Context: an optimization exercise on an open-source flow, tuned for small area. The choices shown serve that exercise and are no tape-out recipe.
The RTL was checked by simulation tests, not by an equivalence proof against the original design.
Power is estimated from default activity; no workload was simulated.

## v27
==> flow/design.v <==
module srqd_core #(
    parameter PULSE_CYCLES = 4       
) (
    input  wire        clk,
    input  wire        rst,          
    input  wire        cmd_valid,
    output wire        cmd_ready,
    input  wire [15:0] cmd_word,
    output wire        rsp_valid,
    output wire [2:0]  rsp_status,
    output wire [1:0]  rsp_info,
    output reg  [31:0] result,
    output reg         fault,
    output wire [1:0]  sr_state,
    output wire [1:0]  qd_state,
    input  wire [5:0]  pin_deny,
    input  wire        notify_fail,
    input  wire        line_fail,
    output reg         sr_data,
    output reg         sr_shclk,
    output reg         sr_latch,
    output wire        sr_oe,
    input  wire        qd_a,
    input  wire        qd_b,
    input  wire        qd_sw,
    output wire        qd_oe,
    output wire        qd_armed
);
    localparam ST_OK       = 3'd0;
    localparam ST_RESOURCE = 3'd1;
    localparam ST_NOTIFY   = 3'd2;
    localparam ST_LINE     = 3'd3;
    localparam ST_LIFE     = 3'd4;
    localparam ST_ILLEGAL  = 3'd5;
    localparam SR_UNCON = 2'd0;
    localparam SR_READY = 2'd1;
    localparam SR_FAIL  = 2'd2;
    localparam SR_TORN  = 2'd3;
    localparam QD_UNCON = 2'd0;
    localparam QD_LIVE  = 2'd1;
    localparam QD_FAIL  = 2'd2;
    localparam QD_REL   = 2'd3;
    localparam M_SRI   = 3'd0;       
    localparam M_SHIFT = 3'd1;       
    localparam M_LAT   = 3'd2;       
    localparam M_IDLE  = 3'd3;
    localparam M_QDI   = 3'd4;       
    localparam M_POLL  = 3'd5;       
    localparam M_ONE   = 3'd6;       
    localparam M_RESP  = 3'd7;
    localparam K_NOP   = 3'd0;
    localparam K_READ  = 3'd2;
    localparam K_RESET = 3'd3;
    localparam K_REL   = 3'd4;
    localparam K_PRE   = 3'd5;
    localparam K_LIFE  = 3'd6;
    localparam K_ILL   = 3'd7;
    localparam P_RISE = 3'd0;
    localparam P_FALL = 3'd4;
    localparam P_DATA = 3'd7;
    reg [2:0]  mode;
    reg [2:0]  ph;
    reg [2:0]  bitn;
    reg        aux;          
    reg [7:0]  imm;
    reg [1:0]  sr_st;
    reg [1:0]  qd_st;
    reg [31:0] count;
    reg        last_a;
    reg        sw_q;
    wire idle = mode[1] & mode[0];
    assign cmd_ready = idle;
    assign rsp_valid = (mode == M_RESP);
    assign sr_state  = sr_st;
    assign qd_state  = qd_st;
    wire sr_up = sr_st[0] ^ sr_st[1];            
    wire qd_up = qd_st[0] ^ qd_st[1];            
    assign sr_oe    = sr_up | (mode == M_SRI && ph != 3'd0);
    assign qd_oe    = qd_up | (mode == M_QDI && ph != 3'd0);
    assign qd_armed = qd_up | (mode == M_QDI && ph == 3'd2);
    wire sw_fall = qd_up & sw_q & ~qd_sw;
    wire [7:0] op   = cmd_word[15:8];
    wire       imm0 = (cmd_word[7:0] == 8'h00);
    wire op_hi = (op[7:6] == 2'b00) & ~op[3];
    wire g_sr  = op_hi & (op[5:4] == 2'b01) & ~op[2];             
    wire g_qd  = op_hi & (op[5:4] == 2'b10) & ~(op[2] & op[1]);   
    wire legal = (g_sr & (imm0 | (~op[1] & op[0])))
               | (g_qd & (imm0 | (op[2] & op[0])));
    wire sr_uncon = (sr_st == SR_UNCON);
    wire qd_uncon = (qd_st == QD_UNCON);
    wire sr_allow = (op[1:0] == 2'b00) ? sr_uncon :
                    (op[1:0] == 2'b11) ? ~sr_uncon : (sr_st == SR_READY);
    wire qd_allow = (op[2:0] == 3'b000) ? qd_uncon :
                    (op[2:0] == 3'b001) ? (qd_st == QD_LIVE) : ~qd_uncon;
    wire allow = op[5] ? qd_allow : sr_allow;
    wire one   = ~legal | ~allow
               | (~op[5] & op[1] & op[0] & (sr_st == SR_TORN))
               | (op[5] & (op[2] | op[1]));
    wire [2:0] n_mode = one ? M_ONE : {op[5], ~op[5] & op[1] & ~op[0], op[0]};
    wire [2:0] n_ph   = one ? ((~legal | ~allow) ? {2'b11, ~legal} : {3{op[5]}} & op[2:0])
                            : {3{op[0] & ~op[5]}};
    wire m_one   = (mode == M_ONE);
    wire m_sri   = (mode == M_SRI);
    wire m_shift = (mode == M_SHIFT);
    wire m_lat   = (mode == M_LAT);
    wire m_qdi   = (mode == M_QDI);
    wire m_poll  = (mode == M_POLL);
    wire ph0 = (ph == 3'd0);
    wire ph1 = (ph == 3'd1);
    wire ph2 = (ph == 3'd2);
    wire ph3 = (ph == 3'd3);
    wire ph4 = (ph == 3'd4);
    wire ph5 = (ph == 3'd5);
    wire ph6 = (ph == 3'd6);
    wire ph7 = (ph == 3'd7);
    wire bit7 = (bitn == 3'd7);
    wire sr_ev = (m_sri & ~ph0) | ((m_shift | m_lat) & ~(ph1 | ph2 | ph3));
    wire qd_ev = (m_qdi & ph2) | m_poll;
    wire ev_fail = (sr_ev | qd_ev) & line_fail;
    wire ok = ~line_fail;
    wire sr_deny = pin_deny[0] | pin_deny[1] | pin_deny[2];
    wire qd_deny = pin_deny[3] | pin_deny[4] | pin_deny[5];
    wire stop_fail = ev_fail & ~(aux & ~mode[2]);
    wire done = m_one
              | (m_sri & ((ph0 & sr_deny) | ph3))
              | (m_shift & ph4 & bit7 & ~aux)
              | (m_lat & ((ph4 & ~aux) | ph7))
              | (m_qdi & ((ph0 & qd_deny) | (ph1 & notify_fail) | ph2))
              | (m_poll & ph1)
              | stop_fail;
    localparam C_OK    = 3'd0;
    localparam C_RES0  = 3'd1;
    localparam C_NOTE  = 3'd2;
    localparam C_LINE  = 3'd3;
    localparam C_RES1  = 3'd4;
    localparam C_RES2  = 3'd5;
    localparam C_LIFE  = 3'd6;
    localparam C_ILL   = 3'd7;
    reg [2:0] rc;
    assign rsp_status = {rc[2] & rc[1], rc[1] & ~rc[2], rc[0] | (rc[2] & ~rc[1])};
    assign rsp_info   = {rc[2] & ~rc[1] & rc[0], rc[2] & ~rc[1] & ~rc[0]};
    wire       acq    = (m_sri | m_qdi) & ph0;
    wire       den0   = m_qdi ? pin_deny[3] : pin_deny[0];
    wire       den1   = m_qdi ? pin_deny[4] : pin_deny[1];
    wire       k_err  = ph[2] & ph[1];                  
    wire [2:0] d_code = acq       ? (den0 ? C_RES0 : den1 ? C_RES1 : C_RES2) :
                        m_one     ? {k_err, k_err, k_err & ph[0]} :
                        stop_fail ? C_LINE :
                        (m_qdi & ph1) ? C_NOTE : C_OK;
    wire ser_bit = imm[3'd7 - bitn];
    wire        dn = (qd_b == aux);
    wire [32:0] tgl;
    assign tgl[0] = m_poll & ph1 & ok & (aux != last_a);
    genvar gi;
    generate
        for (gi = 0; gi < 32; gi = gi + 1) begin : g_tgl
            assign tgl[gi+1] = tgl[gi] & (count[gi] ^ dn);
        end
    endgenerate
    wire cnt_zero = rst | sw_fall | (m_qdi & ph1) | (m_one & (ph == K_RESET));
    wire cnt_pre  = m_one & (ph == K_PRE);
    wire rd       = m_one & (ph == K_READ) & ~rst;
    always @(posedge clk) begin
        sw_q <= qd_sw;
        result <= ({32{rd}} & count) | ({32{~rd & ~rst}} & result);
        count  <= ({32{~cnt_zero & cnt_pre}} & {count[23:0], imm})
                | ({32{~cnt_zero & ~cnt_pre}} & (count ^ tgl[31:0]));
        if (idle) begin
            imm <= cmd_word[7:0];
            aux  <= op[1] & op[0];       
        end else if (m_poll) begin
            aux  <= qd_a;                
        end
        bitn <= {3{~idle}} & (bitn + {2'b00, m_shift & ph4});
        ph <= idle ? n_ph : (m_shift & ph4) ? {3{~bit7}} : ph + 3'd1;
        if ((m_qdi & ph2 & ok) | (m_poll & ph1 & ok)) last_a <= m_qdi ? qd_a : aux;
        if (rst) begin
            mode       <= M_IDLE;
            sr_st      <= SR_UNCON;
            qd_st      <= QD_UNCON;
            rc         <= C_OK;
            fault      <= 1'b0;
            sr_data    <= 1'b0;
            sr_shclk   <= 1'b0;
            sr_latch   <= 1'b0;
        end else begin
            if (idle)
                mode <= cmd_valid ? n_mode : M_IDLE;
            else if (done)
                mode <= M_RESP;
            else if (m_shift & ph4 & bit7)
                mode <= M_LAT;
            if (done) rc <= d_code;
            if (ev_fail) fault <= 1'b1;
            if (ok) begin
                if (m_shift & ph7) sr_data <= ser_bit;
                if (m_lat & ph5)   sr_data <= 1'b0;
                if (m_shift & ph0) sr_shclk <= 1'b1;
                if (m_shift & ph4) sr_shclk <= 1'b0;
                if (m_lat & ph6)   sr_shclk <= 1'b0;
                if (m_lat & ph0)   sr_latch <= 1'b1;
                if (m_lat & (ph4 | ph7)) sr_latch <= 1'b0;
            end
            if (m_sri & ~ph0 & line_fail) sr_st <= SR_FAIL;
            else if (m_sri & ph3)         sr_st <= SR_READY;
            if ((m_shift | m_lat) & stop_fail) sr_st <= SR_FAIL;
            if (m_lat & ph7)              sr_st <= SR_TORN;
            if (m_qdi & ph2)              qd_st <= line_fail ? QD_FAIL : QD_LIVE;
            if (m_poll & line_fail)       qd_st <= QD_FAIL;
            if (m_one & (ph == K_REL))    qd_st <= QD_REL;
        end
    end
endmodule
export LEC_CHECK = 0
export CAP_MARGIN = 20
export CORE_MARGIN = 2
export CORE_UTILIZATION = 40
export PLACE_DENSITY = 0.6
export SLEW_MARGIN = 20
create_clock -name core_clock -period 10.0 [get_ports {clk}]
standard.sh (not shown) runs the stock make flow with config.mk's settings and CLKGATE_MAP_FILE= SYNTH_SCRIPT=/design/flow/synth_recipe.tcl, a recipe that flattens the netlist after the stock synthesis.
==> flow/flow/run.sh <==
#!/bin/bash
# The standard layout (standard.sh), with:
#  - synthesis mapped by an area-oriented abc script (flow/synth.tcl), without
#    the half/full-adder extraction step,
#  - ports buffered with the smallest buffer,
#  - a clock tree of small buffers without dummy loads.
# make's output goes to standard.log; each ORFS step logs to orfs/logs.
set -euo pipefail
W=$PWD
bash standard.sh \
  SYNTH_SCRIPT=$W/flow/synth.tcl MY_ABC_SCRIPT=$W/flow/area.abc ADDER_MAP_FILE= SLEW_MARGIN=0 CAP_MARGIN=0 CORE_UTILIZATION=65 PLACE_DENSITY=0.75 \
  "BUFFER_PORTS_ARGS=-buffer_cell sky130_fd_sc_hd__buf_1" \
  "CTS_ARGS=-sink_clustering_enable -repair_clock_nets -dont_use_dummy_load -buf_list sky130_fd_sc_hd__clkbuf_8 -sink_clustering_size 24" \
  finish > standard.log 2>&1
==> flow/flow/area.abc <==
strash; &get -n; &st; &dch -f; &nf -a -R 1000; &put
==> flow/flow/synth.tcl <==
# The standard flow's synthesis (synth_recipe.tcl) with one change: abc maps with the
# area-oriented script in MY_ABC_SCRIPT instead of ORFS's speed script.
proc synth {args} { yosys synth -nofsm -noshare {*}$args }
proc abc {args} {
  set i [lsearch -exact $args -script]
  if { $i >= 0 } { set args [lreplace $args $i [expr {$i + 1}] -script $::env(MY_ABC_SCRIPT)] }
  yosys abc {*}$args
}
source $::env(SCRIPTS_DIR)/synth.tcl
# left out here: clear keep_hierarchy, flatten, clean up, hide names made inside functions, write 1_2_yosys.v
Relative to v27, the following input files were edited for v5:
-- flow/flow/run.sh --
<<< v27, line 9
W=$PWD
bash standard.sh \
  SYNTH_SCRIPT=$W/flow/synth.tcl MY_ABC_SCRIPT=$W/flow/area.abc ADDER_MAP_FILE= SLEW_MARGIN=0 CAP_MARGIN=0 CORE_UTILIZATION=65 PLACE_DENSITY=0.75 \
  "BUFFER_PORTS_ARGS=-buffer_cell sky130_fd_sc_hd__buf_1" \
  "CTS_ARGS=-sink_clustering_enable -repair_clock_nets -dont_use_dummy_load -buf_list sky130_fd_sc_hd__clkbuf_8 -sink_clustering_size 24" \
>>> v5, line 9
W=$PWD
bash standard.sh \
  SYNTH_SCRIPT=$W/flow/synth.tcl MY_ABC_SCRIPT=$W/flow/area.abc ADDER_MAP_FILE= SLEW_MARGIN=0 CAP_MARGIN=0 CORE_UTILIZATION=80 PLACE_DENSITY=0.88 \
  "BUFFER_PORTS_ARGS=-buffer_cell sky130_fd_sc_hd__buf_1" \
  "CTS_ARGS=-sink_clustering_enable -repair_clock_nets -dont_use_dummy_load -buf_list sky130_fd_sc_hd__clkbuf_8 -sink_clustering_size 24" \
--- outcome ---
- v5 finished end to end and its layout was clean on timing, DRC and antenna.
- In the flow results for v27 and v5, the violation count after the first detailed-route iteration is smaller on v27.
- On power in the clock group, v27 and v5 are basically level.
- On final critical delay including setup and external delays, the lower figure sits with v27, not v5.
The following lists how v39 was set up differently from v5:
==> flow/flow/run.sh <==
#!/bin/bash
# The standard layout (standard.sh), with:
#  - synthesis mapped by an area-oriented abc script (flow/synth.tcl), without
#    the half/full-adder extraction step,
#  - ports buffered with the smallest buffer,
#  - a clock tree of small buffers without dummy loads.
# make's output goes to standard.log; each ORFS step logs to orfs/logs.
set -euo pipefail
W=$PWD
bash standard.sh \
  SYNTH_SCRIPT=$W/flow/synth.tcl MY_ABC_SCRIPT=$W/flow/area.abc ADDER_MAP_FILE= \
  "BUFFER_PORTS_ARGS=-buffer_cell sky130_fd_sc_hd__buf_1" \
  "CTS_ARGS=-repair_clock_nets -dont_use_dummy_load -buf_list sky130_fd_sc_hd__clkbuf_16 -root_buf sky130_fd_sc_hd__clkbuf_16" \
  finish > standard.log 2>&1
==> run summary <==
- Compared with v5, v39 shows non-clock buffer share of cell area higher by 0.18 points.
- Compare v5 and v39 | clock latency at the later pin of the worst-skew pair higher: v5
- Summary of v39 over v5: final total power went up 6.3%, routability congestion estimate from global placement now smaller, area overhead of the layout relative to synthesis shows an increase of 4.8 points, highest achievable clock rate now larger.
- There was hardly any difference in delay of the slowest cell on the worst path between v39 and v5.
- Compared with v5, in v39 die area grew by 94%, share of layout cells above drive strength 1 went up.
- The count of hold-fix buffers inserted at cts on v5 is in line with that on v39.
diff inputs: v39 => v40
-- flow/flow/run.sh --
<<< v39, line 11
  SYNTH_SCRIPT=$W/flow/synth.tcl MY_ABC_SCRIPT=$W/flow/area.abc ADDER_MAP_FILE= \
  "BUFFER_PORTS_ARGS=-buffer_cell sky130_fd_sc_hd__buf_1" \
  "CTS_ARGS=-repair_clock_nets -dont_use_dummy_load -buf_list sky130_fd_sc_hd__clkbuf_16 -root_buf sky130_fd_sc_hd__clkbuf_16" \
  finish > standard.log 2>&1
>>> v40, line 11
  SYNTH_SCRIPT=$W/flow/synth.tcl MY_ABC_SCRIPT=$W/flow/area.abc ADDER_MAP_FILE= \
  "BUFFER_PORTS_ARGS=-buffer_cell sky130_fd_sc_hd__buf_1" \
  "CTS_ARGS=-sink_clustering_enable -repair_clock_nets -dont_use_dummy_load -buf_list sky130_fd_sc_hd__clkbuf_8 -sink_clustering_size 24" \
  finish > standard.log 2>&1
Results
- From v39 to v40 the numbers moved as follows: cell area fell by 2.0%, total chip power went down by 7.9%, number of DRC violations after detailed-routing iteration 0 fell by 0.91%.
- Critical path depth delta (v39 -> v40): insignificant
- ~same total routed wirelength in v40 and v39

[what the ideal ports hide]
The flow's constraints put no driver on any port. The routed layouts listed below were extracted and timed again, unchanged, in two steps. Step 1 sets driving cells, clkbuf_16 on the clock port and buf_2 on the other inputs (assumed; they add their load-dependent delay and slew). Step 2 also shifts input and output timing later by t, the mid clock arrival at the registers, as if the neighbouring blocks saw the same clock. a / b / c = no drivers / after step 1 / after step 2; a / b = the first two.
| run | shift t [ns] | setup slack, ns | worst hold slack (ns) | pins driven straight from the clock port |
|---|---|---|---|---|
| v27 | 0.386 | 2.582 / 2.592 / 2.206 | 0.471 / 0.471 / 0.471 | 1 |
| v5 | 0.383 | 1.773 / 1.779 / 1.396 | 0.478 / 0.478 / 0.478 | 1 |
| v39 | 0.371 | 2.573 / 2.587 / 2.215 | 0.473 / 0.473 / 0.473 | 1 |
| v40 | 0.385 | 2.536 / 2.539 / 2.154 | 0.480 / 0.480 / 0.480 | 1 |
After both steps setup and hold are still met in every run listed. For v40, which loses most, drivers alone change the setup slack by +0.003 ns; drivers and shift together by -0.382 ns.
